Background: an optimization exercise with open tools, aiming at small area, a short achievable clock period and few clock cycles per item. Do not read the settings as production practice.
RTL that was checked went through simulation tests only; none was proved equivalent to the original.
Power is estimated from default activity; no workload was simulated.

==> maple: inputs <==
==> flow/design.v (excerpt) <==
module meshcode_enc (
    input  wire         clk,
    input  wire         rst,
    input  wire         in_valid,
    output wire         in_ready,
    input  wire [63:0]  in_lat,
    input  wire [63:0]  in_long,
    input  wire [2:0]   in_level,
    output wire         out_valid,
    input  wire         out_ready,
    output wire [2:0]   out_err,
    output wire [63:0]  out_place,
    output wire [3:0]   out_len,
    output wire [103:0] out_mesh
);
    reg v1, v2, vo, vs;
    reg rdy, ovq;                        
    wire go  = ~vs;                      
    wire oen = ~vo | out_ready;          
    assign in_ready  = rdy;
    assign out_valid = ovq;
    reg vo_n, vs_n;
    always @(*) begin
        vo_n = vo;
        vs_n = vs;
        if (vs) begin
            if (oen) begin
                vo_n = 1'b1;
                vs_n = 1'b0;
            end
        end else begin
            if (oen) vo_n = v2;
            else     vs_n = v2;
        end
    end
    always @(posedge clk) begin
        if (rst) begin
            v1  <= 1'b0;
            v2  <= 1'b0;
            vo  <= 1'b0;
            vs  <= 1'b0;
            ovq <= 1'b0;
            rdy <= 1'b1;
        end else begin
            if (go) begin
                v1 <= in_valid;
                v2 <= v1;
            end
            vo  <= vo_n;
  ...
==> flow/config.mk <==
export PLATFORM = sky130hd
export DESIGN_NAME = meshcode_enc
export DESIGN_NICKNAME = meshcode_enc
export VERILOG_FILES = /design/flow/design.v
export SDC_FILE = /design/flow/constraint.sdc
export NUM_CORES = 4
export LEC_CHECK = 0
export CAP_MARGIN = 20
export CORE_MARGIN = 2
export CORE_UTILIZATION = 55
export CTS_CLUSTER_DIAMETER = 80
export CTS_CLUSTER_SIZE = 30
export PLACE_DENSITY = 0.65
export SLEW_MARGIN = 20
==> flow/constraint.sdc <==
create_clock -name core_clock -period 20.0 [get_ports {clk}]
set_input_delay 4.0000 -clock core_clock [delete_from_list [all_inputs] [get_ports {clk}]]
set_output_delay 4.0000 -clock core_clock [all_outputs]
set_load 0.01 [all_outputs]
standard.sh (not shown) runs the stock make flow with config.mk's settings and CLKGATE_MAP_FILE= SYNTH_SCRIPT=/design/flow/synth_recipe.tcl, a recipe that flattens the netlist after the stock synthesis.
==> flow/flow/run.sh <==
#!/bin/bash
set -euo pipefail
bash standard.sh \
  "BUFFER_PORTS_ARGS=-buffer_cell sky130_fd_sc_hd__buf_1" \
  "SETUP_SLACK_MARGIN=14.7" \
  finish > flow_make.log 2>&1
==> onyx: changes against maple <==
==> flow/run.sh (new file) <==
#!/bin/bash
# synth_recipe.tcl (not shown) runs the flow's synth.tcl, then flattens the netlist and writes it again
# the make line also repeats each setting of config.mk as NAME=value (left out here)
make -C /OpenROAD-flow-scripts/flow DESIGN_CONFIG=/design/flow/config.mk WORK_HOME=/design/flow/orfs CLKGATE_MAP_FILE= SYNTH_SCRIPT=/design/flow/synth_recipe.tcl finish
- CORE_UTILIZATION: 55 -> 30
- CTS_CLUSTER_DIAMETER: 80 -> not set
- CTS_CLUSTER_SIZE: 30 -> not set
- PLACE_DENSITY: 0.65 -> 0.5
removed: flow/flow/run.sh
removed: flow/standard.sh
==> fjord: changes against maple <==
==> flow/flow/run.sh (replaced) <==
#!/bin/bash
set -euo pipefail
bash standard.sh \
  "BUFFER_PORTS_ARGS=-buffer_cell sky130_fd_sc_hd__buf_1" \
  "SETUP_SLACK_MARGIN=14.5" \
  finish > flow_make.log 2>&1
- CORE_UTILIZATION: 55 -> 30
- PLACE_DENSITY: 0.65 -> 0.5
==> amber: changes against maple <==
--- a/flow/design.v
+++ b/flow/design.v
@@ -40,47 +40,14 @@
             for (i = 3*d - 1; i < 64; i = i + 2*d) begin
                 G[i] = G[i] | (P[i] & G[i-d]);
                 P[i] = P[i] & P[i-d];
             end
     end
     assign s = p ^ {G[62:0], cin};
 endmodule
-module mc_addtop (
-    input  wire [63:0] a,
-    input  wire [63:0] b,
-    output wire [23:0] s,
-    output wire        c12
-);
-    reg [39:0] g, p;
-    reg [23:0] gh, ph, G, P;
-    integer d, i;
-    always @(*) begin
-        g = a[39:0] & b[39:0];
-        p = a[39:0] ^ b[39:0];
-        for (d = 1; d < 64; d = d * 2)
-            for (i = 2*d - 1; i < 40; i = i + 2*d) begin
-                g[i] = g[i] | (p[i] & g[i-d]);
-                p[i] = p[i] & p[i-d];
-            end
-        gh = a[63:40] & b[63:40];
-        ph = a[63:40] ^ b[63:40];
-        G = gh;
-        P = ph;
-        for (d = 1; d < 32; d = d * 2)
-            for (i = 0; i < 24; i = i + 1)
-                if ((i & d) != 0) begin
-                    G[i] = G[i] | (P[i] & G[(i & ~(d - 1)) - 1]);
-                    P[i] = P[i] & P[(i & ~(d - 1)) - 1];
-                end
-    end
-    wire c40 = g[39] | (p[39] & g[31]);
-    assign c12 = g[11] | (p[11] & g[7]);
-    wire [23:0] cin = {G[22:0] | (P[22:0] & {23{c40}}), c40};
-    assign s = ph ^ cin;
-endmodule
 module mc_quant_a (
     input  wire [52:0] m,
     output wire [23:0] vh,       
     output wire        inc       
 );
     wire h1, h2b;
     mc_ge #(.K(64'h00123456789abce0)) u_h1 (.x({11'd0, m}), .ge(h1));
@@ -109,52 +76,35 @@
     wire [63:0] o4 = {11'd0, m};
     wire [63:0] s1 = o0 ^ o1 ^ o2;
     wire [63:0] c1 = ((o0 & o1) | (o0 & o2) | (o1 & o2)) << 1;
     wire [63:0] s2 = o3 ^ o4 ^ s1;
     wire [63:0] c2 = ((o3 & o4) | (o3 & s1) | (o4 & s1)) << 1;
     wire [63:0] s3 = s2 ^ c2 ^ c1;
     wire [63:0] c3 = ((s2 & c2) | (s2 & c1) | (c2 & c1)) << 1;
-    wire c12;
-    mc_addtop u_add (.a(s3), .b(c3), .s(vh), .c12(c12));
-    wire [27:0] hx = s3[39:12] ^ c3[39:12];
-    wire [26:0] ax = s3[38:12] & c3[38:12];
-    wire ones = (c12 == ~hx[0]) & (&(ax ^ hx[27:1]));
-    assign inc = ones & dplus;
+    wire [63:0] x;
+    mc_add64 u_add (.a(s3), .b(c3), .cin(1'b0), .s(x));
+    assign vh  = x[63:40];
+    assign inc = (&x[39:12]) & dplus;
 endmodule
 module mc_dec3 (
     input  wire [7:0] x,
-    output wire       h,
-    output wire [3:0] t,
-    output wire [3:0] o
+    output reg        h,
+    output reg  [3:0] t,
+    output reg  [3:0] o
 );
-    wire [20:0] th;
-    genvar k;
-    generate
-        for (k = 0; k < 21; k = k + 1) begin : g_th
-            assign th[k] = (x >= 10 * k);
-        end
-    endgenerate
-    wire [19:0] oh = th[19:0] & ~th[20:1];      
-    assign h    = th[10];
-    assign t[0] = oh[1] | oh[3] | oh[5] | oh[7] | oh[9] | oh[11] | oh[13] | oh[15] | oh[17] | oh[19];
-    assign t[1] = oh[2] | oh[3] | oh[6] | oh[7] | oh[12] | oh[13] | oh[16] | oh[17];
-    assign t[2] = oh[4] | oh[5] | oh[6] | oh[7] | oh[14] | oh[15] | oh[16] | oh[17];
-    assign t[3] = oh[8] | oh[9] | oh[18] | oh[19];
-    wire [4:0] s5 = x[7:4] + x[3:0];
-    reg  [2:0] r5;
+    integer i;
     always @(*) begin
-        case (s5)
-            5'd0, 5'd5, 5'd10, 5'd15, 5'd20, 5'd25, 5'd30: r5 = 3'd0;
-            5'd1, 5'd6, 5'd11, 5'd16, 5'd21, 5'd26, 5'd31: r5 = 3'd1;
-            5'd2, 5'd7, 5'd12, 5'd17, 5'd22, 5'd27:        r5 = 3'd2;
-            5'd3, 5'd8, 5'd13, 5'd18, 5'd23, 5'd28:        r5 = 3'd3;
-            default:                                       r5 = 3'd4;
-        endcase
+        h = 1'b0; t = 4'd0; o = 4'd0;
+        for (i = 0; i < 200; i = i + 1)
+            if (x == i) begin
+                h = (i >= 100);
+                t = (i % 100) / 10;
+                o = i % 10;
+            end
     end
-    assign o = {1'b0, r5} + ((r5[0] ^ x[0]) ? 4'd5 : 4'd0);
 endmodule
 module mc_scale #(
     parameter        SUB = 0,        
     parameter        SH  = 4,
     parameter        LO  = 40,
     parameter        W   = 17,
     parameter [11:0] HI  = 12'd1029
@@ -184,50 +134,38 @@
     input  wire         out_ready,
     output wire [2:0]   out_err,
     output wire [63:0]  out_place,
     output wire [3:0]   out_len,
     output wire [103:0] out_mesh
 );
     reg v1, v2, vo, vs;
-    reg rdy, ovq;                        
     wire go  = ~vs;                      
     wire oen = ~vo | out_ready;          
-    assign in_ready  = rdy;
-    assign out_valid = ovq;
-    reg vo_n, vs_n;
-    always @(*) begin
-        vo_n = vo;
-        vs_n = vs;
-        if (vs) begin
-            if (oen) begin
-                vo_n = 1'b1;
-                vs_n = 1'b0;
-            end
-        end else begin
-            if (oen) vo_n = v2;
-            else     vs_n = v2;
-        end
-    end
+    assign in_ready  = go;
+    assign out_valid = vo;
     always @(posedge clk) begin
         if (rst) begin
-            v1  <= 1'b0;
-            v2  <= 1'b0;
-            vo  <= 1'b0;
-            vs  <= 1'b0;
-            ovq <= 1'b0;
-            rdy <= 1'b1;
+            v1 <= 1'b0;
+            v2 <= 1'b0;
+            vo <= 1'b0;
+            vs <= 1'b0;
         end else begin
             if (go) begin
                 v1 <= in_valid;
                 v2 <= v1;
             end
-            vo  <= vo_n;
-            vs  <= vs_n;
-            ovq <= vo_n;
-            rdy <= ~vs_n;
+            if (vs) begin
+                if (oen) begin
+                    vo <= 1'b1;
+                    vs <= 1'b0;
+                end
+            end else begin
+                if (oen) vo <= v2;
+                else     vs <= v2;
+            end
         end
     end
     reg [63:0] lat, lon;
     reg [2:0]  level;
     always @(posedge clk) begin
         if (go) begin
             lat   <= in_lat;
==> flow/run.sh (new file) <==
#!/bin/bash
# synth_recipe.tcl (not shown) runs the flow's synth.tcl, then flattens the netlist and writes it again
# the make line also repeats each setting of config.mk as NAME=value (left out here)
make -C /OpenROAD-flow-scripts/flow DESIGN_CONFIG=/design/flow/config.mk WORK_HOME=/design/flow/orfs CLKGATE_MAP_FILE= SYNTH_SCRIPT=/design/flow/synth_recipe.tcl finish
- CORE_UTILIZATION: 55 -> 65
- CTS_CLUSTER_DIAMETER: 80 -> not set
- CTS_CLUSTER_SIZE: 30 -> not set
- GPL_TIMING_DRIVEN: not set -> 1
- PLACE_DENSITY: 0.65 -> 0.75
removed: flow/flow/run.sh
removed: flow/standard.sh
==> results.txt <==
Non-clock buffer count, highest first: maple, fjord, amber, onyx.
Worst setup slack: amber is lower than onyx (0.86 ns).
Sequential power: amber is higher than maple (about 3%).
Sequential share of layout area: amber < onyx < fjord < maple.
Of onyx and maple, onyx has the higher critical path depth (gap 14).
In onyx the clock power is larger than in maple, by 48%.
fjord finished with timing, DRC and antenna clean. amber passed the timing, DRC and antenna checks. onyx ran to the end with no violations. maple finished clean.
Of amber and onyx, onyx has the higher count of clock-buffer cells in the layout (gap 1).
==> figures <==
quantity                                                                    fjord                    maple                     onyx                    amber
Run status                                                complete, no violations  complete, no violations  complete, no violations  complete, no violations
Setup Skew                                                              0.0384 ns                0.0449 ns                0.0509 ns                0.0273 ns
Starting density of the core                                                0.301                    0.554                    0.301                    0.657
WHS                                                                      0.426 ns                 0.420 ns                 0.423 ns                 0.425 ns
Maximum level of the CTS H-tree                                                 2                        1                        2                        2
Final #Nets                                                                  5445                     5458                     5352                     5688
Seq cells                                                                     456                      456                      456                      455
Portion of total power attributed to combinational logic                    0.455                    0.472                    0.430                    0.475
Finished Core Util                                                          0.338                    0.606                    0.347                    0.726
Combined area of the multi-input logic cells                           0.0263 mm²               0.0263 mm²               0.0262 mm²               0.0283 mm²
Unrepaired setup endpoints after global routing                              true                     true                    false                    false
Power in sequential cells                                                 1.26 mW                  1.25 mW                  1.27 mW                  1.29 mW
Non-clock buffer share                                                     0.0426                   0.0482                   0.0582                   0.0597
Std cell rows                                                                 137                      101                      137                       95
Power density cells                                                   83.6 mW/mm²              82.0 mW/mm²              85.5 mW/mm²              87.3 mW/mm²
Testbench counts of maple, summed over its fixed seeds: cycles 24,024, items 24,000.
Testbench counts of onyx, summed over its fixed seeds: cycles 24,024, items 24,000.
Testbench counts of fjord, summed over its fixed seeds: cycles 24,024, items 24,000.
No functional check of the RTL was part of amber.

[re-timing with driven ports]
The flow's constraints put no driver on any port. The routed layouts listed below were extracted and timed again, unchanged, in two steps.
Step 1, drivers: a clkbuf_16 drives clk and a buf_2 each remaining input, both assumed.
Step 2 moves the port delays by t, midway between the first and last clock arrival at a register: inputs arrive t later, outputs are due t later. That takes back most of the time a late clock gives input paths.
Slacks: ideal / step 1 / step 2; pairs: ideal / step 1.
run	t (ns)	setup WS [ns]	pins driven straight from the clock port
maple	0.699	14.651 / 14.581 / 14.248	1
onyx	0.742	14.143 / 14.143 / 13.731	1
fjord	0.709	14.614 / 14.539 / 14.182	1
amber	0.686	13.287 / 13.287 / 13.287	1
After both steps setup and hold are still met in every run listed. For fjord, which loses most, drivers alone change the setup slack by -0.075 ns; drivers and shift together by -0.432 ns.
